This design comes from an exercise in tuning for small area, a short achievable clock period and few clock cycles on the open sky130 flow, not from production work. Where RTL was checked, it was by simulation tests only, not by an equivalence proof against the original. Only the layout flow was run in runs 6 and 7; the RTL was not checked for function there. No activity file was given, so power comes from the tool's default toggle rates.

<file path="design/flow/design.v">
module cc_core (
    input  wire [7:0] a,         
    input  wire [7:0] x,         
    input  wire       sub,       
    input  wire       up,        
    input  wire       tgt_op,    
    input  wire       en,        
    output wire [7:0] as_res,    
    output wire [7:0] step,      
    output wire       mv         
);
    wire [8:0] s = {1'b0, a} + {1'b0, x ^ {8{sub}}} + {8'd0, sub};
    assign as_res = (s[8] ^ sub) ? {8{~sub}} : s[7:0];
    wire [7:0] t = tgt_op ? x : {8{up}};
    assign mv   = en & (up ? (a < t) : (a > t));
    assign step = mv ? (up ? a + 8'd1 : a - 8'd1) : a;
endmodule
module cc_pool #(
    parameter NCORES = 4         
) (
    input  wire                 clk,
    input  wire                 rst,
    input  wire                 cfg_target_op,
    input  wire                 cfg_palette,
    input  wire                 cfg_tie_red,
    input  wire                 cfg_rot_left,
    input  wire                 cfg_blue_arith,
    input  wire                 cfg_acc_first,
    input  wire [3:0]           cfg_arith_en,
    input  wire                 tick,
    input  wire [NCORES-1:0]    cell_valid,
    input  wire [32*NCORES-1:0] cell_data,
    input  wire [NCORES-1:0]    cell_last,
    output wire [NCORES-1:0]    cell_ready,
    output reg                  out_valid,
    output reg  [1:0]           out_core,
    output reg  [23:0]          out_rgb,
    input  wire                 out_ready,
    output wire [NCORES-1:0]    done
);
    localparam PH_ONE = 2'd0, PH_RAMP = 2'd1, PH_SET2 = 2'd2, PH_LAST = 2'd3;
    localparam PH_WAIT = 2'd0, PH_MDQ = 2'd1, PH_MDR = 2'd2, PH_FIN = 2'd3;
    localparam X_ADD = 3'd0, X_SUB = 3'd1, X_SET = 3'd2, X_ROT = 3'd3,
               X_NOP = 3'd4, X_DLY = 3'd5, X_MUL = 3'd6, X_DIV = 3'd7;
    reg       q_tgt_op, q_palette, q_tie_red, q_rot_left, q_blue_on, q_acc_first;
    reg [3:0] q_en;
    reg       tick_q;
    always @(posedge clk) begin
        q_tgt_op    <= cfg_target_op;
        q_palette   <= cfg_palette;
        q_tie_red   <= cfg_tie_red;
        q_rot_left  <= cfg_rot_left;
        q_blue_on   <= cfg_blue_arith & ~cfg_palette;
        q_acc_first <= cfg_acc_first;
        q_en        <= cfg_arith_en;
        tick_q      <= tick;
    end
    reg [95:0] acc;              
    reg [95:0] opd;              
    reg [3:0]  rdy;              
    reg [3:0]  nd;               
    reg [7:0]  ph;
    reg [11:0] opx;
    reg [3:0]  first, last, done_r;
    assign cell_ready = rdy;
    assign done       = done_r;
    reg  [1:0]  sel;
    reg         sel_v;
    wire        go   = ~out_valid | out_ready;
    wire        fire = sel_v & go;
    wire [23:0] eX   = opd[24*sel +: 24];
    wire [23:0] eA   = acc[24*sel +: 24];
    wire        e_first = first[sel];
    wire [1:0]  e_ph = ph[2*sel +: 2];
    wire [2:0]  e_ox = opx[3*sel +: 3];
    wire [23:0] as_res, step;
    wire [2:0]  mv;
    genvar l;
    generate
        for (l = 0; l < 3; l = l + 1) begin : lane
            cc_core u_lane (
                .a(eA[8*l +: 8]), .x(eX[8*l +: 8]),
                .sub(e_ox[0]), .up(e_ox[0]), .tgt_op(q_tgt_op), .en(e_ph == PH_RAMP),
                .as_res(as_res[8*l +: 8]), .step(step[8*l +: 8]), .mv(mv[l]));
        end
    endgenerate
    wire any_mv = |mv;
    wire [23:0] rot = q_rot_left ? {eA[15:0], eA[23:16]} : {eA[7:0], eA[23:8]};
    wire [23:0] cp_res;
    wire        e_md  = (e_ox[2:1] == 2'b11);        
    wire        e_quiet = (e_ph == PH_ONE) & ((e_ox == X_DLY) | e_md);
    wire r_as  = ~e_first & (e_ph == PH_ONE) & (e_ox[2:1] == 2'b00);
    wire r_x   = e_first | ((e_ph == PH_ONE) & (e_ox == X_SET)) | ((e_ph == PH_LAST) & ~e_md);
    wire r_rot = ~e_first & (e_ph == PH_ONE) & (e_ox == X_ROT);
    wire r_cp  = ~e_first & (e_ph == PH_LAST) & e_md;
    wire [23:0] xv  = (e_first & ~q_acc_first) ? 24'd0 : eX;
    wire [23:0] res = r_as  ? {as_res[23:8], q_blue_on ? as_res[7:0] : eA[7:0]}
                    : r_x   ? xv
                    : r_rot ? rot
                    : r_cp  ? cp_res
                    : step;
    wire [8:0] e_rg    = {1'b0, eX[15:8]} - {1'b0, eX[23:16]} - {8'd0, q_tie_red};
    wire       red_dom = e_rg[8];
    wire [23:0] colour = ~q_palette ? res
                       : red_dom    ? {res[23:16], 16'h0000}
                                    : {8'h00, res[15:8], 8'h00};
    always @(posedge clk) begin
        if (rst)
            out_valid <= 1'b0;
        else if (go)
            out_valid <= sel_v & ~e_quiet & ~e_first;
        if (go) begin
            out_core <= sel;
            out_rgb  <= colour;
        end
    end
    wire [6:0] e_dsum = eX[22:16] + eX[14:8] + eX[6:0];
    localparam CP_IDLE = 2'd0, CP_RUN = 2'd1, CP_RES = 2'd2;
    reg  [1:0]  cp_st;
    reg  [1:0]  cp_id;
    reg         cp_div;
    reg  [2:0]  cp_cnt;
    reg  [23:0] cpA, cpR, cpX;
    wire        cp_fin = (cp_st == CP_RUN) & (cp_cnt == 3'd7);
    wire        cp_take = fire & ~e_first & (e_ph == PH_ONE) & e_md & (cp_st == CP_IDLE);
    assign cp_res = cpA;
    wire [23:0] cpA_step, cpR_step;
    wire [2:0]  cp_act;
    generate
        for (l = 0; l < 3; l = l + 1) begin : cplane
            wire [7:0] a  = cpA[8*l +: 8];
            wire [7:0] r  = cpR[8*l +: 8];
            wire [7:0] x  = cpX[8*l +: 8];
            wire       xb = x[7];                    
            wire [8:0] p  = {r, cp_div & a[7]};
            wire [8:0] q  = cp_div ? ~{1'b0, x} : {1'b0, xb ? a : 8'h00};
            wire [9:0] s  = {1'b0, p} + {1'b0, q} + {9'd0, cp_div};
            wire       ge = s[9];
            wire [7:0] r_n = (cp_div & ~ge) ? p[7:0] : s[7:0];
            assign cp_act[l] = (~cp_div | (|x)) & ((l != 0) | q_blue_on);
            assign cpR_step[8*l +: 8] = r_n;
            assign cpA_step[8*l +: 8] = cp_div ? {a[6:0], ge}
                                      : (cp_cnt == 3'd7) ? r_n : a;
        end
    endgenerate
    integer m;
    always @(posedge clk) begin
        if (rst)
            cp_st <= CP_IDLE;
        else case (cp_st)
            CP_IDLE: if (cp_take) cp_st <= CP_RUN;
            CP_RUN:  if (cp_cnt == 3'd7) cp_st <= CP_RES;
            default: if (fire & (sel == cp_id) & (e_ph == PH_LAST)) cp_st <= CP_IDLE;
        endcase
        if (cp_take) begin
            cp_id  <= sel;
            cp_div <= e_ox[0];
            cpA    <= eA;
            cpX    <= eX;
        end else if (cp_st == CP_RUN) begin
            if (~cp_div)
                cpX <= cpX << 1;
            for (m = 0; m < 3; m = m + 1)
                if (cp_act[m])
                    cpA[8*m +: 8] <= cpA_step[8*m +: 8];
        end
        if (cp_st == CP_RUN) begin
            cpR    <= cpR_step;
            cp_cnt <= cp_cnt + 3'd1;
        end else begin
            cpR    <= 24'd0;
            cp_cnt <= 3'd0;
        end
    end
    wire       cp_free = (cp_st == CP_RES) & fire & (sel == cp_id) & (e_ph == PH_LAST);
    wire [3:0] mdq;
    reg  [3:0] wake;
    integer i;
    always @(*) begin
        wake = 4'd0;
        for (i = 3; i >= 0; i = i - 1)
            if (mdq[i]) wake = 4'd1 << i;
        if (!cp_free) wake = 4'd0;
    end
    wire [3:0] nd_d;
    genvar k;
    generate
        for (k = 0; k < 4; k = k + 1) begin : core
            wire [7:0] c_op = cell_data[32*k +: 8];
            wire accept = rdy[k] & cell_valid[k];
            reg [1:0] dph;
            reg [2:0] dox;
            always @(*) begin
                dph = PH_ONE;
                dox = X_NOP;
                case (c_op)
                    8'd0: dox = X_DLY;
                    8'd1: if (q_en[0]) dox = X_ADD;
                    8'd2: if (q_en[1]) dox = X_SUB;
                    8'd3: if (q_en[2]) dox = X_MUL;
                    8'd4: if (q_en[3]) dox = X_DIV;
                    8'd5: dox = X_SET;
                    8'd6: dox = X_ROT;
                    8'd7: begin dph = PH_RAMP; dox = 3'd0; end
                    8'd8: begin dph = PH_RAMP; dox = 3'd1; end
                    default: ;
                endcase
            end
            wire [1:0] p   = ph[2*k +: 2];
            wire [2:0] ox  = opx[3*k +: 3];
            wire [6:0] dc  = opd[24*k +: 7];
            wire in_wait = ~rdy[k] & ~nd[k] & (p == PH_WAIT);
            wire in_fin  = ~rdy[k] & ~nd[k] & (p == PH_FIN);
            assign mdq[k] = ~rdy[k] & ~nd[k] & (p == PH_MDQ);
            wire me      = fire & (sel == k);
            wire me_n    = me & ~first[k];           
            wire s_dly   = (p == PH_ONE) & (ox == X_DLY);
            wire s_md    = (p == PH_ONE) & (ox[2:1] == 2'b11);
            wire s_end   = ((p == PH_ONE) & ~s_md & ~s_dly) | (p == PH_LAST);
            wire dly0    = (e_dsum == 7'd0);
            wire w_end   = in_wait & tick_q & (dc == 7'd1);
            wire c_end   = (me_n & (s_end | (s_dly & dly0))) | w_end;
            wire out_busy = out_valid & (out_core == k) & ~out_ready;
            wire stay = nd[k] & ~((sel == k) & sel_v & ~first[k] &
                                  ((p == PH_ONE) | (p == PH_LAST)));
            wire woke = wake[k] | (cp_fin & (cp_id == k));
            assign nd_d[k] = ~rst & (rdy[k] ? cell_valid[k]
                                   : go     ? (stay | woke) : (nd[k] | woke));
            always @(posedge clk) begin
                if (rst) begin
                    rdy[k]    <= 1'b1;
                    first[k]  <= 1'b1;
                    done_r[k] <= 1'b0;
                end else begin
                    if (me)
                        first[k] <= 1'b0;
                    if (accept)
                        rdy[k]   <= 1'b0;
                    else if (c_end & ~last[k])
                        rdy[k]   <= 1'b1;
                    done_r[k] <= done_r[k] | (in_fin & ~out_busy);
                end
                nd[k] <= nd_d[k];
                if (accept) begin
                    last[k]       <= cell_last[k];
                    ph[2*k +: 2]  <= dph;
                    opx[3*k +: 3] <= dox;
                end else if (c_end) begin
                    ph[2*k +: 2]  <= PH_FIN;         
                end else if (me_n) begin
                    if (s_dly)                      ph[2*k +: 2] <= PH_WAIT;
                    else if (s_md)                  ph[2*k +: 2] <= cp_take ? PH_MDR : PH_MDQ;
                    else if (p == PH_SET2)          ph[2*k +: 2] <= PH_LAST;
                    else if (~any_mv)               ph[2*k +: 2] <= PH_SET2;    
                end else if (wake[k]) begin
                    ph[2*k +: 2]  <= PH_ONE;
                end else if (cp_fin & (cp_id == k)) begin
                    ph[2*k +: 2]  <= PH_LAST;
                end
                if (me)
                    acc[24*k +: 24] <= res;
                if (rdy[k])
                    opd[24*k +: 24] <= cell_data[32*k+8 +: 24];
                else if (me_n & s_dly)
                    opd[24*k +: 7]  <= e_dsum;
                else if (in_wait & tick_q)
                    opd[24*k +: 7]  <= dc - 7'd1;
            end
        end
    endgenerate
    reg [1:0] nsel;
    reg [1:0] cand;
    integer j;
    always @(*) begin
        nsel = sel;
        for (j = 3; j >= 0; j = j - 1) begin
            cand = sel + 2'd1 + j[1:0];
            if (nd_d[cand]) nsel = cand;
        end
    end
    always @(posedge clk) begin
        sel_v <= |nd_d;
        sel   <= rst ? 2'd0 : nsel;
    end
endmodule
</file>
<file path="design/flow/flow/run.sh">
#!/bin/bash
# Standard ORFS layout (the standard.sh, unchanged synthesis), with the
# timing repair steps aimed at a setup slack of 11 ns instead of 0.
bash standard.sh SETUP_SLACK_MARGIN=11 finish > standard.log 2>&1
</file>
<file path="design/flow/standard.sh">
#!/bin/bash
# synth_recipe.tcl (not shown) runs the flow's synth.tcl, then flattens the netlist and writes it again
# the make line also repeats each setting of config.mk as NAME=value (left out here)
make -C /OpenROAD-flow-scripts/flow DESIGN_CONFIG=/design/flow/config.mk WORK_HOME=/design/flow/orfs CLKGATE_MAP_FILE= SYNTH_SCRIPT=/design/flow/synth_recipe.tcl "${@:-finish}"
</file>
<file path="design/flow/config.mk">
export PLATFORM = sky130hd
export DESIGN_NAME = cc_pool
export DESIGN_NICKNAME = cc_pool
export VERILOG_FILES = /design/flow/design.v
export SDC_FILE = /design/flow/constraint.sdc
export NUM_CORES = 4
export LEC_CHECK = 0
export ABC_AREA = 1
export CAP_MARGIN = 20
export CORE_MARGIN = 2
export CORE_UTILIZATION = 72
export CTS_BUF_LIST = sky130_fd_sc_hd__clkbuf_16
export CTS_CLUSTER_DIAMETER = 60
export CTS_CLUSTER_SIZE = 25
export SLEW_MARGIN = 20
</file>
<file path="design/flow/constraint.sdc">
create_clock -name core_clock -period 15.5 [get_ports {clk}]
set_input_delay 3.1000 -clock core_clock [delete_from_list [all_inputs] [get_ports {clk}]]
set_output_delay 3.1000 -clock core_clock [all_outputs]
set_load 0.01 [all_outputs]
</file>
==> run_results.csv, run 1 <==
group,metric,value,unit
outcome,outcome,"finished clean",
worst_setup_path,startpoint,"sel[1]",
worst_setup_path,slowest_delay,0.50,ns
worst_setup_path,cp_common_cell,"nand2_1",
logic_synthesis,synthesis.nets,3064,
worst_setup_path,slowest_stage,"fa_1",
sta,relSlewSlack,0.3322,
worst_setup_path,crit_required,15.81,ns
logic_synthesis,netlist_area,0.02268,sq mm
clock_tree,clock_path_buffers,3,
clock_tree,clk_pin_slew,0.09,ns
routing,ant_nets,0,
worst_setup_path,crit_buf_inv,3,
floorplan,dieWidth,181.5,um
global_route,use_met2,0.7530,
floorplan,core_area,0.03083,sq mm
placed_design,post-place-cells,3261,
routing,dr.pass1.iters,9,
logic_synthesis,syn_avg_cell_area,8.216,sq um
sta,fmax,222.0,MHz
routing,routed_wl,79.17,mm
final_layout,fin_cells,3350,
final_layout,area_growth,16.67,%
routing,wl_per_cell,23.63,um
clock_tree,cts_root_buffer,"clkbuf_16",
floorplan,die_y,181.5,um
placed_design,port_buffers,184,
sta,setup_viol,0,
sta,hold_violations,0,
worst_setup_path,cp_max_fo,60,
global_route,grt_pass1_vias,21575,
floorplan,rows,64,
global_route,grtUsageTotal,0.4694,
routing,drt_iter0_drc,4057,
worst_setup_path,crit_family,"simple AND/OR/NAND/NOR gates",
power_and_ir_drop,leakage,11.79,nW
global_route,use_met1,0.5528,
global_route,grtUsageMet3,0.1254,
power_and_ir_drop,powerDensity,259.8,mW/mm^2
global_route,grt_pass1_wl,118.7,mm
logic_synthesis,ys_seq_area_frac,0.4410,
worst_setup_path,cp-start-kind,"flop",
placed_design,dp_hpwl,53.98,mm
global_route,antenna_found_initial,0,
global_route,grt_overflow_total,0,
logic_synthesis,ys.warnings.count,1,
floorplan,boundaryPins,185,
routing,vias,22615,
routing,drt_drc_violations_left,0,
routing,vias_per_cell,6.751,
worst_setup_path,critical_path_class,"reg2reg",
sta,finalSetupTns,0,ns
hold_path,hold_class,"reg2reg",
sta,rsz0062_at_grt,"yes",
final_layout,final_layout_size_suffix_gt1_frac,0.07312,
final_layout,final_cell_mix,"nand2_1, inv_1, edfxtp_1",
sta,maxSlewViolCount,0,
worst_setup_path,critPathArrivalTime,4.81,ns
flow_run,max_cap_violations,0,
final_layout,nFillCells,1721,
placed_design,gp_congestion,1.031,
global_route,busiest_layer,"met2",
hold_path,holdCritStartpoint,"cp_cnt[0]",
logic_synthesis,syn_inst,2760,
sta,period_minus_slack,4.504,ns
sta,fin_crit_sh,0.2906,
worst_setup_path,worstReg2RegStart,"sel[1]",
logic_synthesis,yosysUniqueCellTypes,55,
clock_tree,numCtsBuffers,30,
final_layout,final_common_cell,"nand2_1",
final_layout,fin_nets,3234,
logic_synthesis,ys_ff_latch,353,
floorplan,start_util,0.7356,
floorplan,die-area,0.03293,sq mm
worst_setup_path,crit_path_end_kind,"flop",
clock_tree,cts_tree,"yes",
global_route,grt_max_degree,77,
clock_tree,cts.htree.levels,1,
power_and_ir_drop,peakVddDrop,0.2251,mV
clock_tree,cts_sinks,353,
clock_tree,worstSkewPairLatency,0.61,ns
worst_setup_path,worstPathCellList,"buf_8 -> nand3_1 -> nand2_1 -> inv_1 -> fa_1 -> ha_1 -> a21oi_1 -> nand2_1 -> nand2_1 -> nand2_1 -> a21oi_1 -> nand3_1 -> nand2_2 -> nand2_1 -> o21ai_2 -> o32ai_1 -> inv_1",
sta,worstMarginPinSlew,0.9993,ns
sta,fin_skew,0.04156,ns
final_layout,antennaDiodeCount,0,
[cells by family (layout without fill, tap and decap cells)]
| kind of cell | Yosys count | count (layout) | synth area share |
|---|---|---|---|
| flops | 353 | 353 | 0.4410 |
| fa+ha+maj | 154 | 154 | 0.09126 |
| compound gates | 533 | 533 | 0.1357 |
| buf+inv | 436 | 626 | 0.07642 |
| xor+xnor | 100 | 100 | 0.03862 |
| simple gates | 1184 | 1188 | 0.2171 |
[routing by layer]
layer,routed length (um),vias up
li1,-,9681
met1,25460,10174
met2,35380,2149
met3,11270,611
met4,7063,0
met5,0,-
[sequential cells by signal (all words and copies together), names as in the netlist, 8 cells and up]
name     cells
cpX         24
ph           8
cpR         24
out_rgb     24
cpA         24
acc         96
opx         12
opd         96
[synthesized netlist by cell type, drive strengths merged]
cell | number | area [sq um]
nor2 | 154 | 601.8
a32oi | 1 | 8.760
o31ai | 4 | 30.03
nor3 | 23 | 142.6
or2 | 6 | 37.54
a21oi | 181 | 924.6
fa | 19 | 380.4
nand2 | 752 | 2848
o311ai | 4 | 35.03
xor2 | 78 | 683.2
clkbuf | 40 | 150.1
o21a | 4 | 30.03
a21o | 5 | 37.54
o22ai | 31 | 207.7
a31o | 2 | 17.52
ha | 135 | 1689
a221oi | 15 | 131.4
nand3b | 4 | 30.03
a211oi | 7 | 52.55
o21ai | 202 | 1022
a22o | 1 | 8.760
nor4 | 15 | 93.84
o41ai | 1 | 8.760
dfxtp | 60 | 1201
inv | 338 | 1271
o2111ai | 4 | 35.03
o21bai | 22 | 165.2
a22oi | 2 | 15.01
edfxtp | 293 | 8798
a21boi | 3 | 22.52
o211ai | 13 | 97.59
a31oi | 18 | 112.6
nand4 | 9 | 56.30
o32ai | 3 | 26.28
and2 | 1 | 6.260
clkinv | 2 | 7.510
nand3 | 220 | 1106
buf | 56 | 304.0
o221ai | 10 | 87.58
xnor2 | 22 | 192.7
[worst paths after layout]
kind               endpoint  slack [ns]  cells after the start
setup / recovery      ph[7]       11.00                     17
setup reg to reg      ph[7]       11.00                     17
hold / removal    cp_cnt[0]        0.44                      1
hold reg to reg   cp_cnt[0]        0.44                      1
[power breakdown]
part | internal, mW | total [mW] | leakage, nW | switching, mW
Sequential | 1.36 | 1.44 | 3.34 | 0.0848
Combinational | 1.42 | 4.59 | 7.92 | 3.17
Clock | 0.405 | 0.844 | 0.528 | 0.439
[worst register-to-register path, stage by stage, from the launching register on]
cell	delay, ns
dfxtp_2	0.39
buf_8	0.41
nand3_1	0.22
nand2_1	0.35
inv_1	0.16
fa_1	0.50
ha_1	0.42
a21oi_1	0.21
nand2_1	0.12
nand2_1	0.08
nand2_1	0.06
a21oi_1	0.19
nand3_1	0.14
nand2_2	0.23
nand2_1	0.25
o21ai_2	0.27
o32ai_1	0.11
inv_1	0.11
[metrics by stage]
stage	hold slack [ns]	setup WS, ns	cell area, sq um	util	power, mW
2_1_floorplan	0.3992	10.50	22810	-	4.248
3_3_place_gp	0.4062	9.222	24820	0.8049	5.354
3_5_place_dp	0.4238	9.099	24820	0.8049	5.537
4_1_cts	0.4346	11.01	26160	0.8487	6.480
5_1_grt	0.4592	10.93	26460	0.8582	7.166
6_report	0.4352	11.00	26460	0.8582	6.874
[final cells by class]
| type | instances | area, sq um | share of cell area |
|---|---|---|---|
| multi-input cells | 1975 | 11300 | 0.4271 |
| clock buffers | 31 | 775.7 | 0.02932 |
| flip-flops and latches | 353 | 10010 | 0.3783 |
| clock inverters | 25 | 324.1 | 0.01225 |
| well taps | 396 | 495.5 | 0.01873 |
| repair buffers | 229 | 2240 | 0.08465 |
| repair inverters | 1 | 5.005 | 0.0001892 |
| inverters | 340 | 1308 | 0.04942 |
[what timing repair did]
item	CTS	global route
gates cloned	4	1
setup buffers	15	12
pin swaps	4	7
hold buffers	0	0
endpoints found under the setup margin	402	188
gates resized for setup	74	48
Testbench counts, summed over its fixed seeds: cycles 225,125.
==> inputs of run 2 (changes only) <==
--- a/design/flow/config.mk
+++ b/design/flow/config.mk
@@ -10,3 +10,3 @@
 export CORE_MARGIN = 2
-export CORE_UTILIZATION = 72
+export CORE_UTILIZATION = 60
 export CTS_BUF_LIST = sky130_fd_sc_hd__clkbuf_16
==> run 2 against run 1 <==
Net effect: sequential power hardly changed; fmax is 0.93% higher; register-to-register slack better by 0.22 ns; via count is 7.2% lower; first-iteration DRC count is 41% lower; wire length is 4.3% lower; critical path type is now reg2out; critical endpoint is now out_core[1]; largest power group unchanged.
==> run_results.csv, run 2 <==
group,metric,value,unit
outcome,outcome,"finished clean",
logic_synthesis,synth-edff-count,293,
final_layout,final_common_cell,"nand2_1",
placed_design,dp_hpwl,53.84,mm
clock_tree,cts_tree,"yes",
placed_design,port_buffers,184,
sta,worstMarginPinSlew,1.066,ns
power_and_ir_drop,peakVddDrop,0.1838,mV
logic_synthesis,synth_top_area_cell,"edfxtp_1",
floorplan,die-area,0.03937,sq mm
global_route,grt_max_degree,90,
sta,rsz0062_at_grt,"yes",
worst_setup_path,ff2ff_setup_slack,11.22,ns
power_and_ir_drop,total_power,6.705,mW
routing,vias_per_cell,6.044,
logic_synthesis,netlist_area,0.02268,sq mm
final_layout,top_regs,"acc: 96 flops, opd: 96 flops",
floorplan,boundaryPins,185,
worst_setup_path,cp_max_fo,4,
routing,ant_nets,0,
sta,hold_violations,0,
worst_setup_path,worstPathCellList,"dlygate4sd2_1",
logic_synthesis,synth_area_leaders,"edfxtp_1, nand2_1, ha_1, inv_1, dfxtp_1",
logic_synthesis,ys_ff_latch,353,
routing,routed_wl,75.78,mm
logic_synthesis,syn_inst,2760,
sta,maxSlewViolCount,0,
flow_run,max_cap_violations,0,
power_and_ir_drop,powerDensity,251.4,mW/mm^2
floorplan,start_util,0.6063,
final_layout,area_growth,17.62,%
global_route,grtUsageTotal,0.3800,
worst_setup_path,crit_path_end_kind,"output port",
sta,relSlewSlack,0.2895,
worst_setup_path,ff2ff_path_depth,19,
routing,wl_per_cell,21.83,um
logic_synthesis,ys_seq_area_frac,0.4410,
routing,drt_iter0_drc,2409,
clock_tree,clock_path_buffers,3,
sta,fin_skew,0.03238,ns
clock_tree,postCtsHoldBufs,0,
worst_setup_path,critical_path_class,"reg2out",
worst_setup_path,reg2reg_to,"ph[7]",
logic_synthesis,synthesis.nets,3064,
worst_setup_path,crit_family,"flip-flops",
global_route,antenna_found_initial,1,
hold_path,whs_path_depth,1,
clock_tree,cts_sinks,353,
floorplan,dieWidth,198.4,um
logic_synthesis,synth_top_cell_area_share,0.3880,
logic_synthesis,yosysUniqueCellTypes,55,
worst_setup_path,critPathArrivalTime,1.36,ns
worst_setup_path,slowest_delay,0.45,ns
logic_synthesis,synth-main-ff-cell,"edfxtp_1",
final_layout,fin_nets,3240,
clock_tree,clk_pin_slew,0.08,ns
global_route,grt_overflow_total,0,
clock_tree,cts_root_buffer,"clkbuf_16",
sta,fin_crit_sh,0.2879,
power_and_ir_drop,leakage,11.87,nW
clock_tree,worstSkewPairLatency,0.61,ns
worst_setup_path,startpoint,"out_core[1]",
sta,period_minus_slack,4.463,ns
logic_synthesis,ys_async_sr_fraction,0,
routing,vias,20986,
global_route,grt_pass1_vias,20135,
worst_setup_path,crit_required,12.40,ns
worst_setup_path,slowest_stage,"edfxtp_1",
floorplan,rows,71,
sta,fmax,224.1,MHz
logic_synthesis,synth_most_common_cell,"nand2_1",
placed_design,gp_congestion,0.9993,
logic_synthesis,syn_avg_cell_area,8.216,sq um
worst_setup_path,crit_buf_inv,1,
sta,setup_viol,0,
final_layout,nFillCells,2982,
global_route,grt_pass1_wl,113.2,mm
floorplan,core_area,0.03740,sq mm
clock_tree,numCtsBuffers,31,
hold_path,hold_class,"reg2reg",
hold_path,holdCritStartpoint,"cp_cnt[0]",
routing,dr.pass1.iters,8,
final_layout,final_layout_size_suffix_gt1_frac,0.07297,
logic_synthesis,synth.top_cells.by_count,"nand2_1, inv_1, edfxtp_1",
logic_synthesis,ys.warnings.count,1,
floorplan,die_y,198.4,um
worst_setup_path,worstReg2RegStart,"sel[0]",
sta,finalSetupTns,0,ns
worst_setup_path,cp-start-kind,"flop",
final_layout,final_cell_mix,"nand2_1, inv_1, edfxtp_1",
hold_path,min_to,"cp_cnt[0]",
clock_tree,cts.htree.levels,1,
routing,drt_drc_violations_left,0,
[run 2: layer usage]
layer | track usage | share of wire
met5 | 0 | 0
met4 | 0.2098 | 0.066
met3 | 0.06714 | 0.10
met2 | 0.6282 | 0.46
met1 | 0.4750 | 0.37
[run 2: logic make-up after synthesis]
logic type / after synthesis / synth area share
buf+inv: 436 / 0.07642
flops: 353 / 0.4410
xor+xnor: 100 / 0.03862
simple gates: 1184 / 0.2171
compound gates: 533 / 0.1357
fa+ha+maj: 154 / 0.09126
[run 2: cell type report]
class,instances,area (sq um),share of cell area
Multi-Input combinational cell,1975,11240,0.4213
Sequential cell,353,10020,0.3756
Timing Repair Buffer,235,2352,0.08819
Inverter,340,1304,0.04888
Clock buffer,31,775.7,0.02908
Tap cell,511,639.4,0.02397
Clock inverter,26,344.1,0.01290
Antenna cell,1,2.502,0.00009382
[run 2: worst max-delay path by stage]
| stage | end | cells after the start | slack (ns) |
|---|---|---|---|
| finish | out_core[1] | 1 | 11.04 |
| global route | cpA[3] | 12 | 10.95 |
| CTS | ph[7] | 16 | 11.01 |
| detailed placement | sel[0] | 18 | 9.19 |
| global placement | sel[0] | 18 | 9.22 |
| floorplan | sel[0] | 17 | 10.50 |
[run 2: repair_timing]
item	4_1_cts	5_1_grt
pin swaps	4	9
resized for setup	84	28
hold endpoints to repair	0	0
gates cloned	6	1
setup endpoints to repair	401	192
setup buffers	17	14
[run 2: stage by stage]
stage	instance area, sq um	cells	utilization	hold WS, ns	setup slack, ns
2_1_floorplan	22810	2760	-	0.3992	10.50
3_3_place_gp	24960	3376	0.6674	0.4065	9.225
3_5_place_dp	24960	3376	0.6674	0.4139	9.188
4_1_cts	26430	3456	0.7068	0.4242	11.01
5_1_grt	26670	3471	0.7131	0.4527	10.95
6_report	26670	3472	0.7132	0.4197	11.04
[run 2: report_power, final]
group	total, mW	internal [mW]	switching [mW]
clock network	0.839	0.415	0.424
registers	1.43	1.36	0.0707
logic	4.44	1.41	3.02
total	6.70	3.19	3.52
[run 2: worst reg2reg max path, stage by stage, from the launching register on]
cell	delay, ns
dfxtp_4	0.39
buf_4	0.17
buf_6	0.15
a21oi_1	0.16
o21ai_0	0.16
nand2_2	0.24
inv_1	0.14
fa_1	0.50
ha_1	0.43
a21oi_1	0.16
nand2_1	0.10
nand2_1	0.08
nand2_1	0.06
a21oi_1	0.17
nand3_1	0.12
nand2_2	0.22
nand2_1	0.23
o21ai_2	0.28
o32ai_2	0.12
inv_1	0.11
==> inputs of run 3 (changes only) <==
--- a/design/flow/config.mk
+++ b/design/flow/config.mk
@@ -12,4 +12,4 @@
 export CTS_BUF_LIST = sky130_fd_sc_hd__clkbuf_16
-export CTS_CLUSTER_DIAMETER = 60
-export CTS_CLUSTER_SIZE = 25
+export CTS_CLUSTER_DIAMETER = 90
+export CTS_CLUSTER_SIZE = 32
 export SLEW_MARGIN = 20
==> run 3 against run 2 <==
Net effect: final cell count decreased by 0.86%; wire length shrank 1.2%; critical path depth up 17; fmax is essentially flat; non-clock buffer count is 6 lower; via count hardly changed; worst hold slack better by 0.0066 ns; critical path type is now in2reg.
==> run_results.csv, run 3 <==
group,metric,value,unit
outcome,outcome,"finished clean",
power_and_ir_drop,total_power,6.467,mW
global_route,grtUsageTotal,0.3744,
final_layout,fin_nets,3223,
sta,period_minus_slack,4.466,ns
logic_synthesis,syn_inst,2760,
placed_design,port_buffers,184,
global_route,grt_overflow_total,0,
logic_synthesis,syn_avg_cell_area,8.216,sq um
clock_tree,cts_tree,"yes",
clock_tree,cts_sinks,353,
logic_synthesis,synth_top_area_cell,"edfxtp_1",
sta,worst_slack,11.03,ns
clock_tree,worstSkewPairLatency,0.56,ns
sta,rsz0062_at_grt,"no",
floorplan,boundaryPins,185,
clock_tree,clock_path_buffers,3,
final_layout,final_layout_size_suffix_gt1_frac,0.06348,
flow_run,max_cap_violations,0,
logic_synthesis,ys_async_sr_fraction,0,
logic_synthesis,synth_top_cell_area_share,0.3880,
floorplan,die-area,0.03937,sq mm
sta,fin_crit_sh,0.2881,
worst_setup_path,cp-start-kind,"input pin",
final_layout,final_common_cell,"nand2_1",
final_layout,final_cell_mix,"nand2_1, inv_1, edfxtp_1",
final_layout,top_regs,"acc: 96 flops, opd: 96 flops",
routing,vias_per_cell,6.098,
power_and_ir_drop,leakage,11.63,nW
power_and_ir_drop,peakVddDrop,0.1848,mV
sta,hold_violations,0,
clock_tree,cts_root_buffer,"clkbuf_16",
logic_synthesis,yosysUniqueCellTypes,55,
floorplan,core_area,0.03740,sq mm
routing,dr.pass1.iters,8,
logic_synthesis,synth_most_common_cell,"nand2_1",
clock_tree,postCtsHoldBufs,0,
logic_synthesis,synth-edff-count,293,
routing,wl_per_cell,21.75,um
clock_tree,numCtsBuffers,20,
routing,routed_wl,74.87,mm
placed_design,dp_hpwl,53.84,mm
global_route,antenna_found_initial,0,
placed_design,place_ws,9.188,ns
worst_setup_path,critical_path_class,"in2reg",
sta,fmax,223.9,MHz
floorplan,rows,71,
worst_setup_path,cp_max_fo,6,
routing,vias,20990,
worst_setup_path,critPathArrivalTime,4.91,ns
floorplan,dieWidth,198.4,um
clock_tree,cts.htree.levels,1,
final_layout,utilization,0.7009,
logic_synthesis,ys.warnings.count,1,
sta,setup_viol,0,
sta,worstMarginPinSlew,1.151,ns
sta,hold_ws,0.4263,ns
global_route,grt_pass1_vias,19938,
worst_setup_path,crit_path_end_kind,"flop",
logic_synthesis,ys_seq_area_frac,0.4410,
sta,finalSetupTns,0,ns
logic_synthesis,synth-main-ff-cell,"edfxtp_1",
routing,drt_iter0_drc,2513,
floorplan,die_y,198.4,um
logic_synthesis,ys_ff_latch,353,
logic_synthesis,synth_area_leaders,"edfxtp_1, nand2_1, ha_1, inv_1, dfxtp_1",
sta,relSlewSlack,0.2324,
worst_setup_path,crit_required,15.94,ns
routing,ant_nets,0,
logic_synthesis,synth.top_cells.by_count,"nand2_1, inv_1, edfxtp_1",
clock_tree,clk_pin_slew,0.09,ns
placed_design,gp_congestion,0.9993,
floorplan,start_util,0.6063,
sta,maxSlewViolCount,0,
hold_path,hold_class,"reg2reg",
power_and_ir_drop,powerDensity,246.7,mW/mm^2
global_route,grt_max_degree,90,
logic_synthesis,netlist_area,0.02268,sq mm
final_layout,area_growth,15.60,%
global_route,grt_pass1_wl,112.0,mm
routing,drt_drc_violations_left,0,
sta,fin_skew,0.04866,ns
logic_synthesis,synthesis.nets,3064,
[run 3: what timing repair did]
item | in CTS | in global routing
cloned | 6 | 1
resized for setup | 89 | 28
endpoints found under the setup margin | 402 | 172
buffers inserted | 15 | 10
pin swaps | 4 | 6
[run 3: per-layer routing]
metal,track usage,wire (um)
met1,0.4760,28070
met2,0.6263,34660
met3,0.05832,7671
met4,0.1838,4459
met5,0,0
[run 3: final timing paths]
check	from	end	slack, ns	cells past startpoint
setup / recovery	out_ready	sel[0]	11.03	18
hold / removal	cp_cnt[0]	cp_cnt[0]	0.43	1
setup reg to reg	sel[1]	out_rgb[17]	11.19	20
hold reg to reg	cp_cnt[0]	cp_cnt[0]	0.43	1
[run 3: cell families (layout without fill, tap and decap cells)]
family          count (synthesis)  after routing  synth area share
simple gates                 1184           1188            0.2171
compound gates                533            533            0.1357
buf+inv                       436            602           0.07642
flops                         353            353            0.4410
fa+ha+maj                     154            154           0.09126
xor+xnor                      100            100           0.03862
other cells                     0              1                 0
[run 3: power by group]
part	internal, mW	switching (mW)
clock network	0.269	0.355
logic	1.40	3.02
registers	1.36	0.0708
[run 3: area by class of cell]
| class | instances | area (sq um) |
|---|---|---|
| multi-input combinational | 1975 | 11250 |
| sequential | 353 | 10020 |
| fill | 3037 | 11190 |
| timing repair buffer | 229 | 2300 |
| tap | 511 | 639.4 |
| antenna | 1 | 2.502 |
| inverter | 340 | 1304 |
| clock inverter | 12 | 171.4 |
| clock buffer | 21 | 525.5 |
[run 3: stage by stage]
step           cells  area [sq um]
3_5_place_dp    3376         24960
3_3_place_gp    3376         24960
2_1_floorplan   2760         22810
5_1_grt         3441         26210
4_1_cts         3430         26020
6_report        3442         26210
[run 3: critical path, stage by stage]
cell and delay [ns]:
buf_2 0.14, clkinvlp_4 0.17, nand2_8 0.12, nand2_8 0.08
nor2_4 0.16, nand2_4 0.10, o21ai_2 0.12, nand3_1 0.08
nand2_1 0.06, nand2_1 0.09, nand2_4 0.12, nand2_1 0.07
nand3_1 0.11, nand2_1 0.07, inv_1 0.05, nand2_1 0.07
a21oi_2 0.14, nor2_1 0.06
==> inputs of run 4 (changes only) <==
--- a/design/flow/config.mk
+++ b/design/flow/config.mk
@@ -8,3 +8,3 @@
 export ABC_AREA = 1
-export CAP_MARGIN = 20
+export CAP_MARGIN = 10
 export CORE_MARGIN = 2
@@ -12,4 +12,4 @@
 export CTS_BUF_LIST = sky130_fd_sc_hd__clkbuf_16
-export CTS_CLUSTER_DIAMETER = 90
-export CTS_CLUSTER_SIZE = 32
-export SLEW_MARGIN = 20
+export CTS_CLUSTER_DIAMETER = 60
+export CTS_CLUSTER_SIZE = 25
+export SLEW_MARGIN = 10
==> run 4 against run 3 <==
Net effect: largest power group unchanged; worst hold slack worse by 0.0066 ns; critical path depth down 17; combinational power about the same; still clean; critical endpoint is now out_core[1]; die area unchanged; total power up 3.7%; highest routed layer unchanged; synthesized area unchanged.
==> run_results.csv, run 4 <==
group,metric,value,unit
sta,setup_viol,0,
global_route,grt_pass1_vias,20135,
worst_setup_path,crit_required,12.40,ns
final_layout,utilization,0.7132,
floorplan,core_area,0.03740,sq mm
worst_setup_path,crit_family,"flip-flops",
floorplan,start_util,0.6063,
power_and_ir_drop,p_sw_frac,0.5247,
sta,relSlewSlack,0.2895,
clock_tree,cts.htree.levels,1,
logic_synthesis,synth-main-ff-cell,"edfxtp_1",
final_layout,final_cell_mix,"nand2_1, inv_1, edfxtp_1",
routing,drt_iter0_drc,2409,
power_and_ir_drop,clockPowerShare,0.125,
sta,fin_crit_sh,0.2879,
clock_tree,worstSkewPairLatency,0.61,ns
clock_tree,cts_sinks,353,
logic_synthesis,ys_async_sr_fraction,0,
power_and_ir_drop,powerDensity,251.4,mW/mm^2
worst_setup_path,critical_path_class,"reg2out",
sta,rsz0062_at_grt,"yes",
clock_tree,numCtsBuffers,31,
floorplan,die_y,198.4,um
global_route,antenna_found_initial,1,
routing,routed_wl,75.78,mm
global_route,grt_pass1_wl,113.2,mm
routing,vias_per_cell,6.044,
worst_setup_path,slowest_delay,0.45,ns
clock_tree,cts_tree,"yes",
logic_synthesis,synth_xor_area_frac,0.03862,
clock_tree,cts_root_buffer,"clkbuf_16",
logic_synthesis,ys_ff_latch,353,
power_and_ir_drop,seqPwrFrac,0.213,
global_route,grt_overflow_total,0,
flow_run,max_cap_violations,0,
sta,maxSlewViolCount,0,
worst_setup_path,slowest_stage,"edfxtp_1",
worst_setup_path,cp.depth,1,
global_route,grtUsageTotal,0.3800,
logic_synthesis,synth_area_leaders,"edfxtp_1, nand2_1, ha_1, inv_1, dfxtp_1",
logic_synthesis,yosysUniqueCellTypes,55,
sta,hold_violations,0,
final_layout,final_layout_size_suffix_gt1_frac,0.07297,
sta,fmax,224.1,MHz
placed_design,gp_congestion,0.9993,
worst_setup_path,crit_path_end_kind,"output port",
power_and_ir_drop,p_int,3.187,mW
final_layout,fin_nets,3240,
logic_synthesis,ys.warnings.count,1,
sta,fin_skew,0.03238,ns
worst_setup_path,ff2ff_path_depth,19,
logic_synthesis,syn_avg_cell_area,8.216,sq um
sta,worst_slack,11.04,ns
worst_setup_path,ff2ff_setup_slack,11.22,ns
hold_path,hold_class,"reg2reg",
placed_design,place_ws,9.188,ns
placed_design,dp_hpwl,53.84,mm
clock_tree,postCtsHoldBufs,0,
power_and_ir_drop,leakage,11.87,nW
logic_synthesis,synthesis.nets,3064,
logic_synthesis,synth_top_area_cell,"edfxtp_1",
routing,dr.pass1.iters,8,
outcome,outcome,"finished clean",
worst_setup_path,reg2reg_to,"ph[7]",
clock_tree,clock_path_buffers,3,
logic_synthesis,yosys.area_share.simple,0.2171,
final_layout,final_common_cell,"nand2_1",
logic_synthesis,synthMuxAreaShare,0,
routing,vias,20986,
logic_synthesis,synth.top_cells.by_count,"nand2_1, inv_1, edfxtp_1",
power_and_ir_drop,power_switching,3.518,mW
routing,ant_nets,0,
worst_setup_path,critPathArrivalTime,1.36,ns
final_layout,top_regs,"acc: 96 flops, opd: 96 flops",
sta,worstMarginPinSlew,1.066,ns
logic_synthesis,synth-edff-count,293,
worst_setup_path,crit_buf_inv,1,
worst_setup_path,startpoint,"out_core[1]",
logic_synthesis,syn_inst,2760,
worst_setup_path,crit_end,"out_core[1]",
floorplan,rows,71,
worst_setup_path,worstReg2RegStart,"sel[0]",
sta,finalSetupTns,0,ns
floorplan,dieWidth,198.4,um
routing,wl_per_cell,21.83,um
power_and_ir_drop,comb_power_share,0.662,
logic_synthesis,synth_top_cell_area_share,0.3880,
worst_setup_path,worstPathCellList,"dlygate4sd2_1",
global_route,grt_max_degree,90,
worst_setup_path,cp_max_fo,4,
worst_setup_path,cp-start-kind,"flop",
power_and_ir_drop,peakVddDrop,0.1838,mV
logic_synthesis,ys_seq_area_frac,0.4410,
logic_synthesis,synth_most_common_cell,"nand2_1",
clock_tree,clk_pin_slew,0.08,ns
floorplan,boundaryPins,185,
logic_synthesis,synth_top_family_by_area,"simple AND/OR/NAND/NOR gates",
logic_synthesis,netlist_area,0.02268,sq mm
routing,drt_drc_violations_left,0,
floorplan,die-area,0.03937,sq mm
sta,hold_ws,0.4197,ns
logic_synthesis,synth_fa_ha_area_frac,0.09126,
sta,period_minus_slack,4.463,ns
placed_design,port_buffers,184,
final_layout,area_growth,17.62,%
logic_synthesis,synth-compound-area-share,0.1357,
run 4: repair_timing:
item | 4_1_cts | 5_1_grt
setup endpoints to repair | 401 | 192
pin swaps | 4 | 9
cloned | 6 | 1
buffers inserted | 17 | 14
resized for setup | 84 | 28
run 4: through the flow:
step                      cells  cell area [sq um]  power (mW)
after global routing       3471              26670       7.117
after floorplan            2760              22810       4.248
after detailed placement   3376              24960       5.536
after global placement     3376              24960       5.398
final                      3472              26670       6.705
after CTS                  3456              26430       6.486
run 4: routing by layer:
layer / GRT usage / routed length [um] / share of wire
met1: 0.4750 / 28100 / 0.37
met2: 0.6282 / 34940 / 0.46
met3: 0.06714 / 7744 / 0.10
met4: 0.2098 / 5000 / 0.066
met5: 0 / 0 / 0
run 4: layout make-up:
cell class / instances / area, sq um
Clock inverter: 26 / 344.1
Tap cell: 511 / 639.4
Fill cell: 2982 / 10730
Multi-Input combinational cell: 1975 / 11240
Timing Repair Buffer: 235 / 2352
Sequential cell: 353 / 10020
Inverter: 340 / 1304
Antenna cell: 1 / 2.502
Clock buffer: 31 / 775.7
run 4: logic make-up (layout without fill, tap and decap cells):
family / count (synthesis) / after routing
other: 0 / 1
adders and majority gates: 154 / 154
DFF: 353 / 353
and+or+nand+nor: 1184 / 1188
xor gates and xnor gates: 100 / 100
buffers and inverters: 436 / 632
AOI/OAI and AO/OA: 533 / 533
run 4: how the worst min path moves through the flow:
stage / start / endpoint / slack [ns] / cells after the start
2_1_floorplan: cp_cnt[0] / cp_cnt[0] / 0.40 / 1
3_3_place_gp: cp_cnt[0] / cp_cnt[0] / 0.41 / 1
4_1_cts: cp_cnt[0] / cp_cnt[0] / 0.42 / 1
5_1_grt: cp_cnt[0] / cp_cnt[0] / 0.45 / 1
6_report: cp_cnt[0] / cp_cnt[0] / 0.42 / 1
3_5_place_dp: cp_cnt[0] / cp_cnt[0] / 0.41 / 1
run 4: power by group through the flow:
| stage | sequential (mW) | combinational, mW | clock [mW] |
|---|---|---|---|
| 2_1_floorplan | 1.45 | 2.80 | 0 |
| 6_report | 1.43 | 4.44 | 0.839 |
| 5_1_grt | 1.44 | 4.79 | 0.881 |
| 3_3_place_gp | 1.46 | 3.94 | 0 |
| 3_5_place_dp | 1.46 | 4.07 | 0 |
| 4_1_cts | 1.44 | 4.21 | 0.843 |
==> inputs of run 5 (changes only) <==
--- a/design/flow/config.mk
+++ b/design/flow/config.mk
@@ -8,3 +8,3 @@
 export ABC_AREA = 1
-export CAP_MARGIN = 10
+export CAP_MARGIN = 20
 export CORE_MARGIN = 2
@@ -14,2 +14,4 @@
 export CTS_CLUSTER_SIZE = 25
-export SLEW_MARGIN = 10
+export GPL_ROUTABILITY_DRIVEN = 0
+export GPL_TIMING_DRIVEN = 0
+export SLEW_MARGIN = 20
==> run 5 against run 4 <==
Net effect: non-clock buffer count up 75; still clean on timing, DRC and antenna; register-to-register slack lost 0.14 ns; synthesized area did not move; global-route usage increased by 0.18 points; final area is 1.5% higher; combinational power up 3%.
==> run_results.csv, run 5 <==
group,metric,value,unit
logic_synthesis,synth_top_area_cell,"edfxtp_1",
logic_synthesis,ys_ff_latch,353,
final_layout,design_area,0.02707,sq mm
floorplan,core_area,0.03740,sq mm
power_and_ir_drop,leakage,12.06,nW
final_layout,area_growth,19.38,%
clock_tree,cts_tree,"yes",
sta,maxSlewViolCount,0,
logic_synthesis,netlist_area,0.02268,sq mm
logic_synthesis,synth.top_cells.by_count,"nand2_1, inv_1, edfxtp_1",
clock_tree,clk_pin_slew,0.09,ns
hold_path,min_to,"cp_cnt[0]",
worst_setup_path,crit_buf_inv,1,
placed_design,dp_hpwl,56.74,mm
global_route,antenna_found_initial,1,
logic_synthesis,synth-edff-count,293,
clock_tree,cts_sinks,353,
clock_tree,cts_root_buffer,"clkbuf_16",
worst_setup_path,cp_max_fo,4,
worst_setup_path,crit_path_end_kind,"output port",
global_route,grt_max_degree,28,
floorplan,rows,71,
hold_path,whs_path_depth,1,
final_layout,fin_cells,3543,
sta,hold_violations,0,
routing,vias,21362,
placed_design,place_area,0.02531,sq mm
sta,fin_skew,0.04120,ns
worst_setup_path,ff2ff_setup_slack,11.08,ns
worst_setup_path,worstReg2RegStart,"sel[1]",
final_layout,fin_nets,3313,
routing,drt_iter0_drc,2476,
logic_synthesis,synthesis.nets,3064,
floorplan,boundaryPins,185,
placed_design,post-place-cells,3455,
power_and_ir_drop,peakVddDrop,0.1864,mV
floorplan,start_util,0.6063,
routing,ant_nets,0,
sta,fin_crit_sh,0.2879,
worst_setup_path,crit_family,"flip-flops",
logic_synthesis,synth_area_leaders,"edfxtp_1, nand2_1, ha_1, inv_1, dfxtp_1",
logic_synthesis,yosysUniqueCellTypes,55,
hold_path,hold_class,"reg2reg",
routing,vias_per_cell,6.029,
sta,setup_viol,0,
worst_setup_path,slowest_delay,0.47,ns
final_layout,final_layout_size_suffix_gt1_frac,0.09106,
floorplan,dieWidth,198.4,um
clock_tree,numCtsBuffers,28,
sta,relSlewSlack,0.3705,
worst_setup_path,crit_required,12.40,ns
logic_synthesis,synth_most_common_cell,"nand2_1",
final_layout,final_common_cell,"nand2_1",
final_layout,final_cell_mix,"nand2_1, inv_1, edfxtp_1",
logic_synthesis,ys_seq_area_frac,0.4410,
clock_tree,clock_path_buffers,3,
logic_synthesis,ys_async_sr_fraction,0,
worst_setup_path,worstPathCellList,"clkdlybuf4s15_1",
placed_design,port_buffers,183,
global_route,grt_overflow_total,0,
worst_setup_path,critPathArrivalTime,1.36,ns
logic_synthesis,synth_top_cell_area_share,0.3880,
clock_tree,worstSkewPairLatency,0.62,ns
logic_synthesis,syn_inst,2760,
sta,finalSetupTns,0,ns
worst_setup_path,ff2ff_path_depth,19,
clock_tree,cts.htree.levels,1,
global_route,grt_pass1_vias,20460,
worst_setup_path,slowest_stage,"edfxtp_1",
floorplan,die-area,0.03937,sq mm
hold_path,holdCritStartpoint,"cp_cnt[0]",
final_layout,top_regs,"acc: 96 flops, opd: 96 flops",
routing,drt_drc_violations_left,0,
routing,wl_per_cell,21.33,um
worst_setup_path,cp-start-kind,"flop",
global_route,grtUsageTotal,0.3818,
sta,worstMarginPinSlew,0.9443,ns
routing,dr.pass1.iters,12,
floorplan,die_y,198.4,um
sta,period_minus_slack,4.463,ns
sta,fmax,224.1,MHz
worst_setup_path,reg2reg_to,"ph[2]",
routing,routed_wl,75.56,mm
logic_synthesis,synth-main-ff-cell,"edfxtp_1",
clock_tree,postCtsHoldBufs,0,
logic_synthesis,ys.warnings.count,1,
power_and_ir_drop,powerDensity,251.9,mW/mm^2
flow_run,max_cap_violations,0,
sta,rsz0062_at_grt,"yes",
worst_setup_path,critical_path_class,"reg2out",
outcome,outcome,"finished clean",
final_layout,utilization,0.7238,
global_route,grt_pass1_wl,113.3,mm
logic_synthesis,syn_avg_cell_area,8.216,sq um
==> run 5: power breakdown <==
group          internal (mW)  switching (mW)
clock                  0.373           0.426
combinational           1.50            3.10
sequential              1.36          0.0693
==> run 5: cell families (layout without fill, tap and decap cells) <==
family / count (synthesis) / count (layout) / synth area share
AND/OR/NAND/NOR: 1184 / 1188 / 0.2171
AO/OA/AOI/OAI: 533 / 534 / 0.1357
buffers and inverters: 436 / 702 / 0.07642
flip-flops: 353 / 353 / 0.4410
adder cells (fa/ha/maj): 154 / 154 / 0.09126
XOR/XNOR: 100 / 100 / 0.03862
other: 0 / 1 / 0
==> run 5: routing by layer <==
layer  vias to the layer above  wire (um)  global-route usage
met5                         -          0                   0
met4                         0       5400              0.2195
met3                       376       7710             0.07426
met2                      1307      34640              0.6260
met1                      9818      27810              0.4737
li1                       9861          -                   -
==> run 5: cell type report <==
cell class,instances,area [sq um]
antenna,1,2.502
inverter,340,1290
sequential,353,10020
tap,511,639.4
timing repair buffer,214,2032
multi-input combinational,1976,11360
buffer,96,685.7
fill,2930,10330
clock buffer,28,700.7
clock inverter,24,337.8
==> run 5: timing repair <==
item,4_1_cts,5_1_grt
endpoints found under the setup margin,387,206
resized for setup,131,83
gates cloned,5,0
buffers inserted,17,13
pin swaps,10,14
==> run 5: through the flow <==
step	setup slack, ns	power, mW	hold slack, ns
6_report	11.04	6.819	0.4329
5_1_grt	10.93	7.229	0.4555
4_1_cts	11.00	6.496	0.4405
3_5_place_dp	9.156	5.555	0.4288
3_3_place_gp	9.153	5.446	0.4063
2_1_floorplan	10.50	4.248	0.3992
==> run 5: worst max path at each step <==
stage / start / end / slack [ns] / cells past startpoint
after floorplan: out_ready / sel[0] / 10.50 / 17
after global placement: out_ready / acc[54] / 9.15 / 5
after detailed placement: out_ready / sel[0] / 9.16 / 18
after CTS: sel[1] / ph[3] / 11.00 / 19
after global routing: sel[0] / acc[77] / 10.93 / 25
final: out_core[0] / out_core[0] / 11.04 / 1
==> inputs of run 6 (changes only) <==
--- a/design/flow/design.v
+++ b/design/flow/design.v
@@ -122,5 +122,7 @@
     reg  [2:0]  cp_cnt;
-    reg  [23:0] cpA, cpR, cpX;
+    reg  [23:0] cpA, cpR;
+    wire [23:0] cpX = opd[24*cp_id +: 24];
     wire        cp_fin = (cp_st == CP_RUN) & (cp_cnt == 3'd7);
-    wire        cp_take = fire & ~e_first & (e_ph == PH_ONE) & e_md & (cp_st == CP_IDLE);
+    wire        cp_ld   = sel_v & ~e_first & (e_ph == PH_ONE) & e_md & (cp_st == CP_IDLE);
+    wire        cp_take = cp_ld & go;
     assign cp_res = cpA;
@@ -133,3 +135,3 @@
             wire [7:0] x  = cpX[8*l +: 8];
-            wire       xb = x[7];                    
+            wire       xb = x[~cp_cnt];              
             wire [8:0] p  = {r, cp_div & a[7]};
@@ -152,5 +154,5 @@
             CP_RUN:  if (cp_cnt == 3'd7) cp_st <= CP_RES;
-            default: if (fire & (sel == cp_id) & (e_ph == PH_LAST)) cp_st <= CP_IDLE;
+            default: if (cp_free) cp_st <= CP_IDLE;
         endcase
-        if (cp_take) begin
+        if (cp_ld) begin
             cp_id  <= sel;
@@ -158,6 +160,3 @@
             cpA    <= eA;
-            cpX    <= eX;
         end else if (cp_st == CP_RUN) begin
-            if (~cp_div)
-                cpX <= cpX << 1;
             for (m = 0; m < 3; m = m + 1)
@@ -174,13 +173,15 @@
     end
-    wire       cp_free = (cp_st == CP_RES) & fire & (sel == cp_id) & (e_ph == PH_LAST);
+    wire       cp_rel  = (cp_st == CP_RES) & sel_v & (sel == cp_id) & (e_ph == PH_LAST);
+    wire       cp_free = cp_rel & go;
     wire [3:0] mdq;
-    reg  [3:0] wake;
+    reg  [3:0] wake_p;      
     integer i;
     always @(*) begin
-        wake = 4'd0;
+        wake_p = 4'd0;
         for (i = 3; i >= 0; i = i - 1)
-            if (mdq[i]) wake = 4'd1 << i;
-        if (!cp_free) wake = 4'd0;
-    end
-    wire [3:0] nd_d;
+            if (mdq[i]) wake_p = 4'd1 << i;
+        if (!cp_rel) wake_p = 4'd0;
+    end
+    wire [3:0] wake = go ? wake_p : 4'd0;
+    wire [3:0] nd_d, nd1, nd0;
     genvar k;
@@ -225,5 +226,6 @@
                                   ((p == PH_ONE) | (p == PH_LAST)));
-            wire woke = wake[k] | (cp_fin & (cp_id == k));
-            assign nd_d[k] = ~rst & (rdy[k] ? cell_valid[k]
-                                   : go     ? (stay | woke) : (nd[k] | woke));
+            wire fin_k = cp_fin & (cp_id == k);
+            assign nd1[k] = rdy[k] ? cell_valid[k] : (stay | wake_p[k] | fin_k);
+            assign nd0[k] = rdy[k] ? cell_valid[k] : (nd[k] | fin_k);
+            assign nd_d[k] = ~rst & (go ? nd1[k] : nd0[k]);
             always @(posedge clk) begin
@@ -270,15 +272,20 @@
     endgenerate
-    reg [1:0] nsel;
-    reg [1:0] cand;
-    integer j;
-    always @(*) begin
-        nsel = sel;
-        for (j = 3; j >= 0; j = j - 1) begin
-            cand = sel + 2'd1 + j[1:0];
-            if (nd_d[cand]) nsel = cand;
-        end
-    end
-    always @(posedge clk) begin
-        sel_v <= |nd_d;
-        sel   <= rst ? 2'd0 : nsel;
+    function [1:0] rr;
+        input [3:0] need;
+        input [1:0] last;
+        integer j;
+        reg [1:0] cand;
+        begin
+            rr = last;
+            for (j = 3; j >= 0; j = j - 1) begin
+                cand = last + 2'd1 + j[1:0];
+                if (need[cand]) rr = cand;
+            end
+        end
+    endfunction
+    wire [1:0] nsel1 = rr(nd1, sel);
+    wire [1:0] nsel0 = rr(nd0, sel);
+    always @(posedge clk) begin
+        sel_v <= ~rst & (go ? |nd1 : |nd0);
+        sel   <= rst ? 2'd0 : go ? nsel1 : nsel0;
     end
--- a/design/flow/config.mk
+++ b/design/flow/config.mk
@@ -7,3 +7,2 @@
 export LEC_CHECK = 0
-export ABC_AREA = 1
 export CAP_MARGIN = 20
@@ -14,4 +13,2 @@
 export CTS_CLUSTER_SIZE = 25
-export GPL_ROUTABILITY_DRIVEN = 0
-export GPL_TIMING_DRIVEN = 0
 export SLEW_MARGIN = 20
==> run 6 against run 5 <==
Net effect: still clean on timing, DRC and antenna; clock power rose by 9.6%; final area fell by 0.53%; fmax fell by 0.24%; utilization rose by 1.3 points; clock skew fell by 0.013 ns; setup slack got worse by 0.011 ns; non-clock buffer count fell by 35; critical endpoint is now cell_ready[3]; largest cell class unchanged; largest power group unchanged.
==> run_results.csv, run 6 <==
group,metric,value,unit
logic_synthesis,netlist_area,0.02222,sq mm
global_route,grtUsageTotal,0.3731,
routing,vias_per_cell,6.666,
worst_setup_path,critical_path_class,"reg2out",
routing,wl_per_cell,25.55,um
final_layout,top_regs,"acc: 96 flops, opd: 96 flops",
placed_design,port_buffers,184,
hold_path,hold_class,"reg2reg",
sta,period_minus_slack,4.473,ns
final_layout,nFillCells,2601,
final_layout,final_cell_mix,"edfxtp_1, nor2_1, nand2_1",
sta,finalSetupTns,0,ns
final_layout,fin_cells,2839,
clock_tree,cts_sinks,329,
clock_tree,worstSkewPairLatency,0.57,ns
placed_design,place_area,0.02457,sq mm
logic_synthesis,ys.warnings.count,1,
routing,drt_drc_violations_left,0,
worst_setup_path,crit_end,"cell_ready[3]",
worst_setup_path,cp_max_fo,10,
routing,dr.pass1.iters,6,
floorplan,start_util,0.6085,
worst_setup_path,ff2ff_setup_slack,11.10,ns
global_route,grt_pass1_vias,18536,
logic_synthesis,synth.top_cells.by_count,"edfxtp_1, nor2_1, nand2_1",
floorplan,die_y,196.5,um
outcome,outcome,"finished clean",
logic_synthesis,ys_async_sr_fraction,0,
routing,ant_nets,0,
logic_synthesis,synthesis.nets,2434,
sta,fmax,223.6,MHz
global_route,grt_pass1_wl,108.1,mm
clock_tree,cts.htree.levels,2,
worst_setup_path,startpoint,"rdy[3]",
floorplan,dieWidth,196.5,um
final_layout,register_area,0.009296,sq mm
clock_tree,cts_root_buffer,"clkbuf_16",
clock_tree,clk_pin_slew,0.07,ns
floorplan,boundaryPins,185,
final_layout,final_common_cell,"edfxtp_1",
logic_synthesis,ys_seq_area_frac,0.4175,
power_and_ir_drop,powerDensity,224.5,mW/mm^2
clock_tree,numCtsBuffers,34,
sta,rsz0062_at_grt,"no",
power_and_ir_drop,peakVddDrop,0.1990,mV
placed_design,gp_congestion,0.9586,
global_route,antenna_found_initial,0,
power_and_ir_drop,total_power,6.044,mW
sta,maxSlewViolCount,0,
worst_setup_path,ff2ff_path_depth,14,
logic_synthesis,yosysUniqueCellTypes,93,
worst_setup_path,cp-start-kind,"flop",
clock_tree,clock_path_buffers,3,
logic_synthesis,syn_avg_cell_area,10.43,sq um
worst_setup_path,crit_required,12.40,ns
placed_design,dp_hpwl,51.48,mm
logic_synthesis,synth_area_leaders,"edfxtp_1, mux4_2, ha_1, dfxtp_1, o21ai_0",
sta,fin_crit_sh,0.2886,
sta,relSlewSlack,0.2957,
final_layout,multiInputGateArea,0.01264,sq mm
worst_setup_path,reg2reg_to,"ph[7]",
floorplan,rows,70,
sta,setup_viol,0,
logic_synthesis,synth_top_area_cell,"edfxtp_1",
logic_synthesis,synth-edff-count,269,
logic_synthesis,synth-main-ff-cell,"edfxtp_1",
final_layout,fin_nets,2649,
clock_tree,cts_tree,"yes",
final_layout,utilization,0.7373,
flow_run,max_cap_violations,0,
final_layout,area_growth,21.17,%
final_layout,design_area,0.02693,sq mm
worst_setup_path,worstReg2RegStart,"sel[0]",
sta,worstMarginPinSlew,1.054,ns
global_route,grt_max_degree,42,
logic_synthesis,syn_inst,2131,
placed_design,post-place-cells,2709,
routing,routed_wl,72.55,mm
logic_synthesis,synth_top_cell_area_share,0.3635,
floorplan,core_area,0.03652,sq mm
power_and_ir_drop,leakage,10.44,nW
final_layout,final_layout_size_suffix_gt1_frac,0.1468,
routing,vias,18924,
logic_synthesis,synth_most_common_cell,"edfxtp_1",
worst_setup_path,critPathArrivalTime,1.37,ns
sta,hold_violations,0,
floorplan,die-area,0.03859,sq mm
logic_synthesis,ys_ff_latch,329,
routing,drt_iter0_drc,2139,
sta,fin_skew,0.02774,ns
global_route,grt_overflow_total,0,
worst_setup_path,crit_path_end_kind,"output port",
final_layout,antennaDiodeCount,0,
-- run 6: worst max-delay path: stages (launching register included) --
cell	delay, ns
dfxtp_4	0.40
buf_12	0.15
dlygate4sd2_1	0.27
-- run 6: metal layers --
metal  global-route usage  share of wire  wire length (um)
met5                    0              0                 0
met4               0.2121          0.064              4631
met3              0.06109          0.089              6441
met2               0.6202           0.48             34500
met1               0.4661           0.37             26980
-- run 6: cell families after synthesis --
| logic type | synth area share |
|---|---|
| AOI/OAI and AO/OA | 0.1499 |
| buffers and inverters | 0.03614 |
| DFF | 0.4175 |
| and+or+nand+nor | 0.1402 |
| adders and majority gates | 0.09357 |
| muxes | 0.1229 |
| xor gates and xnor gates | 0.03980 |
-- run 6: final cells by class --
type | count | share of cell area
multi-input cells | 1603 | 0.4694
flip-flops and latches | 329 | 0.3452
repair buffers | 275 | 0.1031
clock buffers | 37 | 0.03438
well taps | 468 | 0.02175
inverters | 101 | 0.01543
clock inverters | 24 | 0.01008
repair inverters | 2 | 0.0006505
-- run 6: how the worst min path moves through the flow --
stage	start	to	cells after the start
CTS	last[1]	rdy[1]	1
global route	last[3]	rdy[3]	1
global placement	last[1]	rdy[1]	1
floorplan	last[3]	rdy[3]	1
finish	last[1]	rdy[1]	1
detailed placement	last[1]	rdy[1]	1
-- run 6: power by group --
group          internal (mW)  leakage (nW)  switching, mW  total [mW]
Sequential              1.19          3.11         0.0839        1.28
Clock                  0.464         0.584          0.413       0.876
Combinational           1.58          6.74           2.31        3.89
Total                   3.24          10.4           2.81        6.04
-- run 6: per-stage QoR --
step / setup WS [ns] / hold slack (ns)
4_1_cts: 11.00 / 0.4351
3_3_place_gp: 9.432 / 0.4329
3_5_place_dp: 9.341 / 0.4344
2_1_floorplan: 10.78 / 0.4155
6_report: 11.03 / 0.4398
5_1_grt: 10.95 / 0.4674
-- run 6: what timing repair did --
item	CTS	global route
gates cloned	6	2
setup buffers	36	24
setup endpoints to repair	374	124
hold buffers	0	0
pin swaps	12	12
resized for setup	104	55
==> inputs of run 7 (changes only) <==
--- a/design/flow/config.mk
+++ b/design/flow/config.mk
@@ -7,2 +7,3 @@
 export LEC_CHECK = 0
+export ABC_AREA = 1
 export CAP_MARGIN = 20
==> run 7 against run 6 <==
Net effect: first-iteration DRC count increased by 40%; worst hold slack gained 0.016 ns; synthesized cell count grew 44%; critical endpoint is now out_rgb[8]; largest cell class unchanged; highest routed layer is now met5.
==> run_results.csv, run 7 <==
group,metric,value,unit
logic_synthesis,synth_top_cell_area_share,0.3450,
clock_tree,cts_root_buffer,"clkbuf_16",
sta,hold_violations,0,
final_layout,final_common_cell,"nand2_1",
worst_setup_path,crit_buf_inv,1,
sta,finalSetupTns,0,ns
logic_synthesis,synth.top_cells.by_count,"nand2_1, inv_1, edfxtp_1",
final_layout,utilization,0.7166,
worst_setup_path,critical_path_class,"reg2out",
logic_synthesis,yosysUniqueCellTypes,57,
worst_setup_path,worstPathCellList,"dlygate4sd2_1",
logic_synthesis,synth_top_area_cell,"edfxtp_1",
clock_tree,cts_tree,"yes",
logic_synthesis,netlist_area,0.02341,sq mm
outcome,outcome,"finished clean",
power_and_ir_drop,p_sw_frac,0.5330,
worst_setup_path,crit_path_end_kind,"output port",
placed_design,post-place-cells,3667,
global_route,grt_pass1_vias,22419,
power_and_ir_drop,comb_power_share,0.661,
floorplan,die_y,201.5,um
worst_setup_path,crit_required,12.40,ns
placed_design,gp_congestion,1.022,
logic_synthesis,synthesis.nets,3362,
sta,fin_crit_sh,0.2896,
placed_design,port_buffers,184,
routing,vias,23671,
sta,setup_viol,0,
routing,routed_wl,84.00,mm
clock_tree,cts.htree.levels,1,
worst_setup_path,cp_max_fo,1,
routing,vias_per_cell,6.269,
power_and_ir_drop,powerDensity,231.3,mW/mm^2
floorplan,dieWidth,201.5,um
logic_synthesis,syn_avg_cell_area,7.654,sq um
worst_setup_path,slowest_delay,0.45,ns
power_and_ir_drop,seqPwrFrac,0.206,
sta,relSlewSlack,0.2685,
sta,worstMarginPinSlew,1.096,ns
clock_tree,clk_pin_slew,0.08,ns
power_and_ir_drop,clockPowerShare,0.133,
clock_tree,numCtsBuffers,31,
worst_setup_path,cp-start-kind,"flop",
final_layout,top_regs,"acc: 96 flops, opd: 96 flops",
final_layout,fin_nets,3534,
power_and_ir_drop,p_int,2.984,mW
clock_tree,cts_sinks,329,
global_route,grtUsageTotal,0.3970,
routing,dr.pass1.iters,8,
clock_tree,worstSkewPairLatency,0.61,ns
logic_synthesis,ys_ff_latch,329,
logic_synthesis,syn_inst,3059,
logic_synthesis,synth-edff-count,269,
worst_setup_path,slowest_stage,"edfxtp_1",
clock_tree,clock_path_buffers,3,
sta,rsz0062_at_grt,"no",
placed_design,dp_hpwl,59.15,mm
flow_run,max_cap_violations,0,
sta,fmax,222.8,MHz
global_route,grt_max_degree,102,
power_and_ir_drop,power_switching,3.407,mW
routing,wl_per_cell,22.25,um
final_layout,final_cell_mix,"nand2_1, inv_1, edfxtp_1",
routing,drt_drc_violations_left,0,
floorplan,boundaryPins,185,
floorplan,start_util,0.6072,
hold_path,hold_class,"reg2reg",
routing,drt_iter0_drc,2992,
logic_synthesis,synth_most_common_cell,"nand2_1",
final_layout,design_area,0.02763,sq mm
worst_setup_path,critPathArrivalTime,1.39,ns
[run 7: changes by cell type in the layout (fill, tap and decap cells not counted), sizes merged, moves of 31 or more]
cell and change:
mux2i -76, nand2 +733, inv +253, mux4 -82, nor2 +31, a21oi +58, nor2b -38, nand3 +200
[run 7: timing repair]
| action | in CTS | in global routing |
|---|---|---|
| setup buffers | 15 | 26 |
| resized for setup | 106 | 59 |
| hold buffers | 0 | 0 |
| cloned | 5 | 3 |
| pin swaps | 5 | 4 |
| setup endpoints to repair | 282 | 208 |
[run 7: cell families (layout without fill, tap and decap cells)]
kind of cell / count (synthesis) / count (layout) / synth area share
flops: 329 / 329 / 0.3963
xor+xnor: 92 / 92 / 0.03474
simple gates: 1464 / 1468 / 0.2601
buf+inv: 466 / 658 / 0.08112
other cells: 0 / 3 / 0
fa+ha+maj: 153 / 153 / 0.08753
compound gates: 555 / 555 / 0.1402
[run 7: layer usage]
| layer | vias up | track usage | share of wire |
|---|---|---|---|
| met3 | 382 | 0.07370 | 0.11 |
| li1 | 10669 | - | - |
| met4 | 2 | 0.2295 | 0.067 |
| met5 | - | 0 | 0.0013 |
| met2 | 1659 | 0.6488 | 0.46 |
| met1 | 10959 | 0.4947 | 0.36 |
[run 7: layout make-up]
type                       instances  area [sq um]
antenna                            3         7.507
clock buffer                      31         775.7
clock inverter                    26         372.9
fill                            3148         10930
inverter                         354          1378
multi-input combinational       2268         12700
sequential                       329          9291
tap                              518         648.1
timing repair buffer             245          2434
timing repair inverter             2         18.77
[run 7: worst paths after layout]
path,slack [ns],cells past startpoint,from,end
max,11.01,1,out_rgb[8],out_rgb[8]
min reg2reg,0.46,2,done_r[2],done_r[2]
min,0.46,2,done_r[2],done_r[2]
max reg2reg,11.17,18,sel[0],ph[1]
[run 7: through the flow]
step | setup WS (ns) | power [mW]
after floorplan | 10.90 | 4.007
after global routing | 10.97 | 6.749
after detailed placement | 9.596 | 5.205
after global placement | 9.832 | 5.115
final | 11.01 | 6.391
after CTS | 11.00 | 6.151
[run 7: power by group through the flow]
stage / registers (mW) / logic [mW] / clock network (mW)
final: 1.32 / 4.22 / 0.849
after CTS: 1.33 / 3.98 / 0.849
after detailed placement: 1.35 / 3.85 / 0
after global placement: 1.35 / 3.77 / 0
after floorplan: 1.32 / 2.69 / 0
after global routing: 1.33 / 4.54 / 0.880

Setup slack of run 7, layout unchanged: 11.011 ns with ideal ports, 10.954 ns with driving cells assumed (clock clkbuf_16, inputs buf_2), 10.487 ns with port delays also shifted by the 0.656 ns mid clock arrival.
